What follows belongs to an exercise in optimizing a design on an open flow for small area, a short achievable clock period and few clock cycles; a production flow would make more cautious choices. At most, simulation tests tie the RTL to the original design; equivalence was not proved. Power and IR drop assume default switching activity.

Design rk_gpio, start of the top module:
module rk_gpio (
    input              clk,
    input              rst,
    input              cmd_valid,
    output             cmd_ready,
    input      [31:0]  cmd_desc,
    input      [31:0]  cmd_data,
    output             rsp_valid,
    output     [2:0]   rsp_status,
    output     [31:0]  rsp_data,
    output             disp_valid,
    output     [7:0]   disp_irq,
    output             disp_exit,
    input      [63:0]  pad_in,
    output     [63:0]  pad_out,
    output     [63:0]  pad_oe,
    output     [63:0]  pull_en,
    output     [1:0]   bank_irq
);
==> flow/config.mk <==
export PLATFORM = sky130hd
export DESIGN_NAME = rk_gpio
export DESIGN_NICKNAME = rk_gpio
export VERILOG_FILES = /design/flow/design.v
export SDC_FILE = /design/flow/constraint.sdc
export NUM_CORES = 8
export LEC_CHECK = 0
export CAP_MARGIN = 10
export CORE_MARGIN = 2
export CORE_UTILIZATION = 55
export CTS_BUF_LIST = sky130_fd_sc_hd__clkbuf_16
export CTS_CLUSTER_DIAMETER = 100
export CTS_CLUSTER_SIZE = 20
export SLEW_MARGIN = 10
==> flow/constraint.sdc <==
create_clock -name core_clock -period 10.0 [get_ports {clk}]
set_input_delay 2.0000 -clock core_clock [delete_from_list [all_inputs] [get_ports {clk}]]
set_output_delay 2.0000 -clock core_clock [all_outputs]
set_load 0.01 [all_outputs]
standard.sh (not shown) runs the stock make flow with config.mk's settings and CLKGATE_MAP_FILE= SYNTH_SCRIPT=/design/flow/synth_recipe.tcl, a recipe that flattens the netlist after the stock synthesis.
==> flow/flow/run.sh <==
#!/bin/bash
# The standard layout (the standard.sh, unchanged synthesis), with a timing
# repair target below the clock period, port buffers that are plain buffers,
# and cell sizing not held to the same footprint.
set -euo pipefail
bash standard.sh synth > synth.log 2>&1
bash standard.sh SETUP_SLACK_MARGIN=6.7 MATCH_CELL_FOOTPRINT=0 \
    "BUFFER_PORTS_ARGS=-buffer_cell sky130_fd_sc_hd__buf_1" finish > layout.log 2>&1
The first run ran to the end with violations: capacitance limit.
Then changed:
--- a/flow/design.v
+++ b/flow/design.v
@@ -123,18 +123,19 @@
     reg [1:0]  clk_on;
     reg [63:0] env_q;            
     reg [63:0] s_prev;           
     reg [1:0]  sup;              
     reg        rst_q;            
     reg        eng_act;          
-    reg        eng_acked;
+    reg        eng_bank, eng_acked;
+    reg [4:0]  eng_ptr;          
     reg        rsp_v;
     reg [2:0]  rsp_st;
     reg [31:0] rsp_d;            
     reg        dsp_v, dsp_x;
-    reg [5:0]  dsp_i;            
+    reg [5:0]  dsp_i;
     reg [1:0]  birq_q;
     wire [63:0] pad = (dir & dr) | (~dir & env_q);
     wire [63:0] s   = ~(pad ^ intpol);
     wire [63:0] con = {{32{clk_on[1] & ~sup[1]}}, {32{clk_on[0] & ~sup[0]}}};
     wire [63:0] lte = latch | (con & inten & inttype & ~s_prev & s);
     wire [63:0] isr = inten & ((inttype & lte) | (~inttype & s));
@@ -148,18 +149,18 @@
     wire x_dmx = go & c_dmx & bon;
     wire        rq = rst_q;
     wire [31:0] md    = {32{c_wall | rq}} | dm;                   
     wire [31:0] ce    = ({32{c_cm}} & dm) | {32{rq}};             
     wire [31:0] V_sh  = {32{~rq}} & (c_wall ? dm : {32{c_v}});
     wire [31:0] V_ity = {32{~rq}} & (c_wall ? dm : {32{c_vity}});
-    wire        dbank = eng_act ? dsp_i[5] : c_bank;
+    wire        dbank = eng_act ? eng_bank : c_bank;
     wire [31:0] b_isr = c_bank ? isr[63:32] : isr[31:0];
     wire [31:0] ilr_s = dbank ? inttype[63:32] : inttype[31:0];
     reg  [31:0] below;
     integer k;
-    always @* for (k = 0; k < 32; k = k + 1) below[k] = (k < dsp_i[4:0]);
+    always @* for (k = 0; k < 32; k = k + 1) below[k] = (k < eng_ptr);
     wire [31:0] cand   = eng_act ? (rsp_d & below) : b_isr;
     wire        dmx_go = x_dmx | eng_act;
     wire [31:0] t_any [0:5];
     wire [31:0] t_mul [0:5];
     wire [31:0] t_ex  [0:5];
     wire [4:0]  t_ix  [0:5][0:31];
@@ -279,18 +280,23 @@
         s_prev <= s;
         rst_q  <= rst;
         birq_q <= {|isr[63:32], |isr[31:0]};
         dir <= n_dir;  dr <= n_dr;  inten <= n_inten;  inttype <= n_inttype;
         intpol <= n_intpol;  pull <= n_pull;  tmask <= n_tmask;  wake <= n_wake;
         saved <= n_saved;  latch <= n_latch;  clk_on <= n_clk_on;  sup <= n_sup;
-        rsp_st <= eng_act ? ST_OK : ex_st;
-        if (!eng_act)
+        if (!eng_act) begin
+            rsp_st <= ex_st;
             rsp_d  <= ex_d;
+        end
         dsp_x  <= top_x & ~(eng_act & eng_acked);
         dsp_i  <= {dbank, top};
-        eng_acked <= (eng_act & eng_acked) | top_x;
+        if (dmx_go) begin
+            eng_bank  <= dbank;
+            eng_ptr   <= top;
+            eng_acked <= (eng_act & eng_acked) | top_x;
+        end
         if (rst) begin
             ready_q <= 1'b1;
             v_q     <= 1'b0;
             v_b     <= 2'b00;
             eng_act <= 1'b0;
             rsp_v   <= 1'b0;
What happened: The new run completed without violations; non-clock buffer count rose by 19; count of clock-buffer cells in the layout grows by 1; worst setup slack is better by 59 ps; area after synthesis fell slightly; sequential share of layout area went up by 0.21 points; die area decreases slightly; combinational power shrinks by roughly a tenth; cell count decreases slightly; maximum frequency went up slightly; flip-flop and latch count is higher by 6; clock power came out higher slightly.
Testbench counts after the change, summed over its fixed seeds: cycles 5,593.
No functional check of the RTL was part of the first run of this note.

lane 1:
rk_gpio, a different RTL version from the one above (not shown whole).
For scale: roughly 4,400 cells after synthesis, ~890 flip-flops.
## rk_gpio
module rk_gpio (
    input              clk,
    input              rst,
    input              cmd_valid,
    output             cmd_ready,
    input      [31:0]  cmd_desc,
    input      [31:0]  cmd_data,
    output             rsp_valid,
    output     [2:0]   rsp_status,
    output     [31:0]  rsp_data,
    output             disp_valid,
    output     [7:0]   disp_irq,
    output             disp_exit,
    input      [63:0]  pad_in,
    output     [63:0]  pad_out,
    output     [63:0]  pad_oe,
    output     [63:0]  pull_en,
    output     [1:0]   bank_irq
);
Settings: LEC_CHECK=0, CAP_MARGIN=20, CORE_MARGIN=2, CORE_UTILIZATION=55, CTS_BUF_LIST=sky130_fd_sc_hd__clkbuf_16, CTS_CLUSTER_DIAMETER=100, CTS_CLUSTER_SIZE=20, SLEW_MARGIN=20; clock period 10.0 ns.
Scripts as last shown in full above: flow/flow/run.sh
Lane 1: done, clean on timing, DRC and antenna
Testbench counts of lane 1, summed over its fixed seeds: cycles 5,593.
## Diff of input files: lane 2 against lane 1
--- a/flow/design.v
+++ b/flow/design.v
@@ -121,14 +121,15 @@
     end
     reg [63:0] dir, dr, inten, inttype, intpol, pull, tmask, wake, saved, latch;
     reg [1:0]  clk_on;
     reg [63:0] env_q;            
     reg [63:0] s_prev;           
     reg [1:0]  sup;              
     reg        eng_act;          
+    reg        eng_idle;         
     reg        eng_acked;
     reg        rsp_v;
     reg [2:0]  rsp_st;
     reg [31:0] rsp_d;            
     reg        dsp_v, dsp_x;
     reg [5:0]  dsp_i;            
     reg [1:0]  birq_q;
@@ -146,14 +147,15 @@
                        gated ? ST_GATED : ST_OK;
     wire x_dmx = go & c_dmx & bon;
     wire        rq = rst;
     wire [31:0] md    = {32{c_wall | rq}} | dm;                   
     wire [31:0] ce    = ({32{c_cm}} & dm) | {32{rq}};             
     wire [31:0] V_sh  = {32{~rq}} & (c_wall ? dm : {32{c_v}});
     wire [31:0] V_ity = {32{~rq}} & (c_wall ? dm : {32{c_vity}});
+    wire [31:0] S_sh  = md & V_sh;                                
     wire        dbank = eng_act ? dsp_i[5] : c_bank;
     wire [31:0] b_isr = c_bank ? isr[63:32] : isr[31:0];
     wire [31:0] ilr_s = dbank ? inttype[63:32] : inttype[31:0];
     reg  [31:0] below;
     integer k;
     always @* for (k = 0; k < 32; k = k + 1) below[k] = (k < dsp_i[4:0]);
     wire [31:0] cand   = eng_act ? (rsp_d & below) : b_isr;
@@ -249,19 +251,19 @@
             wire [31:0] m_pul = {32{w_pul}} & md;
             wire [31:0] m_tm  = {32{w_tm}}  & md;
             wire [31:0] m_wk  = {32{w_wk}}  & md;
             wire [31:0] m_dmx = {32{dmx}} & q_isr & q_tm;
             wire [31:0] clr   = {32{w_clr}} & ce;
             wire [31:0] V_ipl = {32{~rq}} & (c_wall ? dm : c_vtm ? ~q_env : {32{c_vipl}});
             wire [31:0] d_icm = (m_ipl & V_ipl) | (~m_ipl & q_ipl);
-            assign n_dir[g*32 +: 32]     = (m_dir & V_sh)  | (~m_dir & q_dir);
-            assign n_dr[g*32 +: 32]      = (m_dr  & V_sh)  | (~m_dr  & q_dr);
+            assign n_dir[g*32 +: 32]     = ({32{w_dir}} & S_sh) | (~m_dir & q_dir);
+            assign n_dr[g*32 +: 32]      = ({32{w_dr}}  & S_sh) | (~m_dr  & q_dr);
             assign n_inttype[g*32 +: 32] = (m_ity & V_ity) | (~m_ity & q_ity);
             assign n_intpol[g*32 +: 32]  = (m_dmx & ~q_pad) | (~m_dmx & d_icm);
-            assign n_pull[g*32 +: 32]    = (m_pul & V_sh)  | (~m_pul & q_pul);
+            assign n_pull[g*32 +: 32]    = ({32{w_pul}} & S_sh) | (~m_pul & q_pul);
             assign n_tmask[g*32 +: 32]   = (m_tm & {32{c_vtm & ~rq}}) | (~m_tm & q_tm);
             assign n_wake[g*32 +: 32]    = (m_wk & V_sh) | (~m_wk & q_wk);
             assign n_inten[g*32 +: 32]   = susp ? q_wk :
                                            res  ? (q_sv | (q_isr & q_wk)) :
                                                   ((m_ien & V_sh) | (~m_ien & q_ien));
             assign n_saved[g*32 +: 32]   = (susp | rq) ? (q_ien & {32{~rq}}) : q_sv;
             assign n_latch[g*32 +: 32]   = ~clr & q_lte;
@@ -277,30 +279,31 @@
         env_q  <= pad_in;
         s_prev <= s;
         birq_q <= rst ? 2'b00 : {|isr[63:32], |isr[31:0]};
         dir <= n_dir;  dr <= n_dr;  inten <= n_inten;  inttype <= n_inttype;
         intpol <= n_intpol;  pull <= n_pull;  tmask <= n_tmask;  wake <= n_wake;
         saved <= n_saved;  latch <= n_latch;  clk_on <= n_clk_on;  sup <= n_sup;
         rsp_st <= eng_act ? ST_OK : ex_st;
-        if (!eng_act)
-            rsp_d  <= ex_d;
+        rsp_d  <= ({32{eng_idle}} & ex_d) | ({32{eng_act}} & rsp_d);
         dsp_x  <= top_x & ~(eng_act & eng_acked);
         dsp_i  <= {dbank, top};
         eng_acked <= (eng_act & eng_acked) | top_x;
         if (rst) begin
             ready_q <= 1'b1;
             v_q     <= 1'b0;
             v_b     <= 2'b00;
             eng_act <= 1'b0;
+            eng_idle <= 1'b1;
             rsp_v   <= 1'b0;
             dsp_v   <= 1'b0;
         end else begin
             v_q     <= v_n;
             v_b     <= {v_n & bank_n, v_n & ~bank_n};
             eng_act <= eng_n;
+            eng_idle <= ~eng_n;
             ready_q <= ~(eng_n & v_n);
             rsp_v   <= (go & ~(x_dmx & multi)) | (eng_act & ~multi);
             dsp_v   <= dmx_go & any;
         end
     end
     assign cmd_ready  = ready_q;
     assign rsp_valid  = rsp_v;
Lane 2 went all the way through the flow, and no timing, DRC or antenna check failed.
Critical path depth ended up 9 higher on lane 2 than on lane 1.
Total power on lane 2 is down relative to lane 1.
The combinational power of lane 2 falls short of that of lane 1 by about 10%.
Summary — combined global-route utilization of all metal layers, lane 2 relative to lane 1: higher, by 7.9 points.
Cell area after layout: lower on lane 2
Looking only at cell-internal power, and setting everything else aside, the higher value of lane 1 and lane 2 goes to lane 1.
Looking at total area of sequential cells across lane 1 and lane 2, the one that comes out lower is lane 2.
~same adder-cell share of the synthesized area in lane 1 and lane 2
Cmp lane 2 vs lane 1: routed via count higher in lane 2
Summary of lane 2 over lane 1: share of the clock period used by the worst path after layout went up; power per standard cell area went down.
No functional check of the RTL was part of lane 2.

## the reference run
Starting RTL as in the previous note.
==> flow/config.mk <==
export PLATFORM = sky130hd
export DESIGN_NAME = rk_gpio
export DESIGN_NICKNAME = rk_gpio
export VERILOG_FILES = /design/flow/design.v
export SDC_FILE = /design/flow/constraint.sdc
export NUM_CORES = 8
export LEC_CHECK = 0
export CAP_MARGIN = 20
export CORE_MARGIN = 2
export CORE_UTILIZATION = 50
export CTS_BUF_LIST = sky130_fd_sc_hd__clkbuf_16
export CTS_CLUSTER_DIAMETER = 100
export CTS_CLUSTER_SIZE = 20
export SLEW_MARGIN = 20
==> flow/constraint.sdc <==
create_clock -name core_clock -period 10.0 [get_ports {clk}]
set_input_delay 2.0000 -clock core_clock [delete_from_list [all_inputs] [get_ports {clk}]]
set_output_delay 2.0000 -clock core_clock [all_outputs]
set_load 0.01 [all_outputs]
Scripts as last shown in full above: flow/flow/run.sh
The reference run finished every stage and its layout cleared the timing, design-rule and antenna checks.
Testbench counts of the reference run, summed over its fixed seeds: cycles 5,593.
## Diff of input files: the trial run against the reference run
--- a/flow/design.v
+++ b/flow/design.v
@@ -114,20 +114,21 @@
             c_v     <= ~o_trig & (o_ien | (~o_idis & fa[0]));    
             c_vity  <= o_reg ? fa[0] : (fa[2] | fa[1]);
             c_vipl  <= o_reg ? fa[0] : (fa[1] ^ fa[0]);
             c_vtm   <= fa[2];
             c_cm    <= o_wr | fa[0] | o_iack;
             dm      <= o_reg ? cmd_data : o_toirq ? {25'd0, 1'b1, pin[5:0]} : a_pm;
         end
     end
     reg [63:0] dir, dr, inten, inttype, intpol, pull, tmask, wake, saved, latch;
     reg [1:0]  clk_on;
+    reg [1:0]  sv_ok;            
     reg [63:0] env_q;            
     reg [63:0] s_prev;           
     reg [1:0]  sup;              
     reg        eng_act;          
     reg        eng_acked;
     reg        rsp_v;
     reg [2:0]  rsp_st;
     reg [31:0] rsp_d;            
     reg        dsp_v, dsp_x;
     reg [5:0]  dsp_i;            
@@ -210,21 +211,21 @@
             rval = rval | ({32{r_dir[j]}} & dir[j*32 +: 32]) | ({32{r_dr[j]}} & dr[j*32 +: 32]) |
                           ({32{r_pad[j]}} & pad[j*32 +: 32]) | ({32{r_ien[j]}} & inten[j*32 +: 32]) |
                           ({32{r_ity[j]}} & inttype[j*32 +: 32]) | ({32{r_ipl[j]}} & intpol[j*32 +: 32]) |
                           ({32{r_isr[j]}} & isr[j*32 +: 32]) | ({32{r_pul[j]}} & pull[j*32 +: 32]);
             glev = glev | (r_lev[j] & (|(pad[j*32 +: 32] & dm)));
         end
     end
     wire [31:0] ex_d = rval | ({32{c_toirq}} & dm) | {31'd0, glev};
     wire [63:0] n_dir, n_dr, n_inten, n_inttype, n_intpol, n_pull, n_tmask,
                 n_wake, n_saved, n_latch;
-    wire [1:0]  n_clk_on, n_sup;
+    wire [1:0]  n_clk_on, n_sup, n_sv_ok;
     generate
         for (g = 0; g < 2; g = g + 1) begin : gb
             wire sel   = v_b[g] & ~eng_act;
             wire gsel  = sel & clk_on[g];                 
             wire w_dir = (gsel & c_w[0]) | rq;
             wire w_dr  = (gsel & c_w[1]) | rq;
             wire w_ien = (gsel & c_w[2]) | rq;
             wire w_ity = (gsel & c_w[3]) | rq;
             wire w_ipl = (gsel & c_w[4]) | rq;
             wire w_pul = (gsel & c_w[5]) | rq;
@@ -254,39 +255,41 @@
             wire [31:0] V_ipl = {32{~rq}} & (c_wall ? dm : c_vtm ? ~q_env : {32{c_vipl}});
             wire [31:0] d_icm = (m_ipl & V_ipl) | (~m_ipl & q_ipl);
             assign n_dir[g*32 +: 32]     = (m_dir & V_sh)  | (~m_dir & q_dir);
             assign n_dr[g*32 +: 32]      = (m_dr  & V_sh)  | (~m_dr  & q_dr);
             assign n_inttype[g*32 +: 32] = (m_ity & V_ity) | (~m_ity & q_ity);
             assign n_intpol[g*32 +: 32]  = (m_dmx & ~q_pad) | (~m_dmx & d_icm);
             assign n_pull[g*32 +: 32]    = (m_pul & V_sh)  | (~m_pul & q_pul);
             assign n_tmask[g*32 +: 32]   = (m_tm & {32{c_vtm & ~rq}}) | (~m_tm & q_tm);
             assign n_wake[g*32 +: 32]    = (m_wk & V_sh) | (~m_wk & q_wk);
             assign n_inten[g*32 +: 32]   = susp ? q_wk :
-                                           res  ? (q_sv | (q_isr & q_wk)) :
+                                           res  ? (({32{sv_ok[g]}} & q_sv) | (q_isr & q_wk)) :
                                                   ((m_ien & V_sh) | (~m_ien & q_ien));
-            assign n_saved[g*32 +: 32]   = (susp | rq) ? (q_ien & {32{~rq}}) : q_sv;
+            assign n_saved[g*32 +: 32]   = susp ? q_ien : q_sv;
+            assign n_sv_ok[g]  = ~rq & (susp | sv_ok[g]);
             assign n_latch[g*32 +: 32]   = ~clr & q_lte;
             assign n_clk_on[g] = rq | res | (susp ? (|q_wk) : clk_on[g]);
             assign n_sup[g]    = dmx;
         end
     endgenerate
     wire v_n   = ready_q ? cmd_valid : (v_q & ~go);
     wire bank_n = ld ? (o_pin ? pin[5] : fb[0]) : c_bank;
     wire eng_n = dmx_go & multi;
     assign ld  = ~(eng_act & v_q);
     always @(posedge clk) begin
         env_q  <= pad_in;
         s_prev <= s;
         birq_q <= rst ? 2'b00 : {|isr[63:32], |isr[31:0]};
         dir <= n_dir;  dr <= n_dr;  inten <= n_inten;  inttype <= n_inttype;
         intpol <= n_intpol;  pull <= n_pull;  tmask <= n_tmask;  wake <= n_wake;
         saved <= n_saved;  latch <= n_latch;  clk_on <= n_clk_on;  sup <= n_sup;
+        sv_ok <= n_sv_ok;
         rsp_st <= eng_act ? ST_OK : ex_st;
         if (!eng_act)
             rsp_d  <= ex_d;
         dsp_x  <= top_x & ~(eng_act & eng_acked);
         dsp_i  <= {dbank, top};
         eng_acked <= (eng_act & eng_acked) | top_x;
         if (rst) begin
             ready_q <= 1'b1;
             v_q     <= 1'b0;
             v_b     <= 2'b00;
--- outcome ---
Data required time of the critical path sits higher in the trial run than in the reference run. Measured against each other, the trial run and the reference run differ in fraction of met3 tracks used by global routing, the lower figure coming from the reference run. From the reference run to the trial run the numbers moved as follows: post-placement cell area went down by about 0.7%, synthesized instance count dropped 228, number of cells on the critical path went up by 12, weighted congestion reported at the end of routability-driven placement went up 3.3%. In the metrics for the trial run and the reference run, the one carrying the lower count of multi-input gates is the trial run. Area share of fa/ha/maj cells after synthesis: the reference run vs the trial run, no meaningful difference. The trial run vs the reference run, highest cell delay on the worst timing path went down by 0.05 ns. In terms of part of the power in combinational logic, the reference run and the trial run differ only marginally. The trial run — core utilization 0.42 points higher, the reference run as reference.
The RTL of the trial run was laid out without a check of its function.

[separate check: timing with driven ports]
The flow's constraints put no driver on any port. The routed layouts listed below were extracted and timed again, unchanged, in two steps.
Step 1 assumes that a clkbuf_16 drives the clock port and a buf_2 every other input.
Step 2 adds t to the input delays and takes it off the output delays; t is the mean of the earliest and latest rising clock arrival at the registers after step 1. Input paths then give back, and output paths get back, about the clock's delay inside the block.
Slacks: ideal ports / drivers / drivers and shift; pairs: ideal ports / drivers.
| run | shift t [ns] | slack for setup (ns) | worst hold slack (ns) | latest minus earliest clock arrival (ns) | worst slew at a driven data input, ns |
|---|---|---|---|---|---|
| the first run of note 1 | 0.744 | 6.493 / 6.416 / 6.044 | 0.465 / 0.465 / 0.465 | 0.036 / 0.036 | 0.09 |
| the second run of note 1 | 0.726 | 6.552 / 6.475 / 6.123 | 0.477 / 0.477 / 0.477 | 0.037 / 0.037 | 0.09 |
| lane 1 | 0.744 | 6.514 / 6.438 / 5.965 | 0.408 / 0.408 / 0.408 | 0.057 / 0.058 | 0.07 |
| lane 2 | 0.748 | 6.397 / 6.397 / 5.963 | 0.461 / 0.461 / 0.461 | 0.049 / 0.049 | 0.07 |
| the reference run | 0.764 | 6.548 / 6.471 / 5.995 | 0.434 / 0.434 / 0.434 | 0.050 / 0.049 | 0.04 |
| the trial run | 0.730 | 6.497 / 6.452 / 5.857 | 0.437 / 0.437 / 0.437 | 0.043 / 0.043 | 0.23 |
The setup slack of the trial run, which loses most, moves by -0.045 ns with the drivers and by -0.640 ns with both steps.
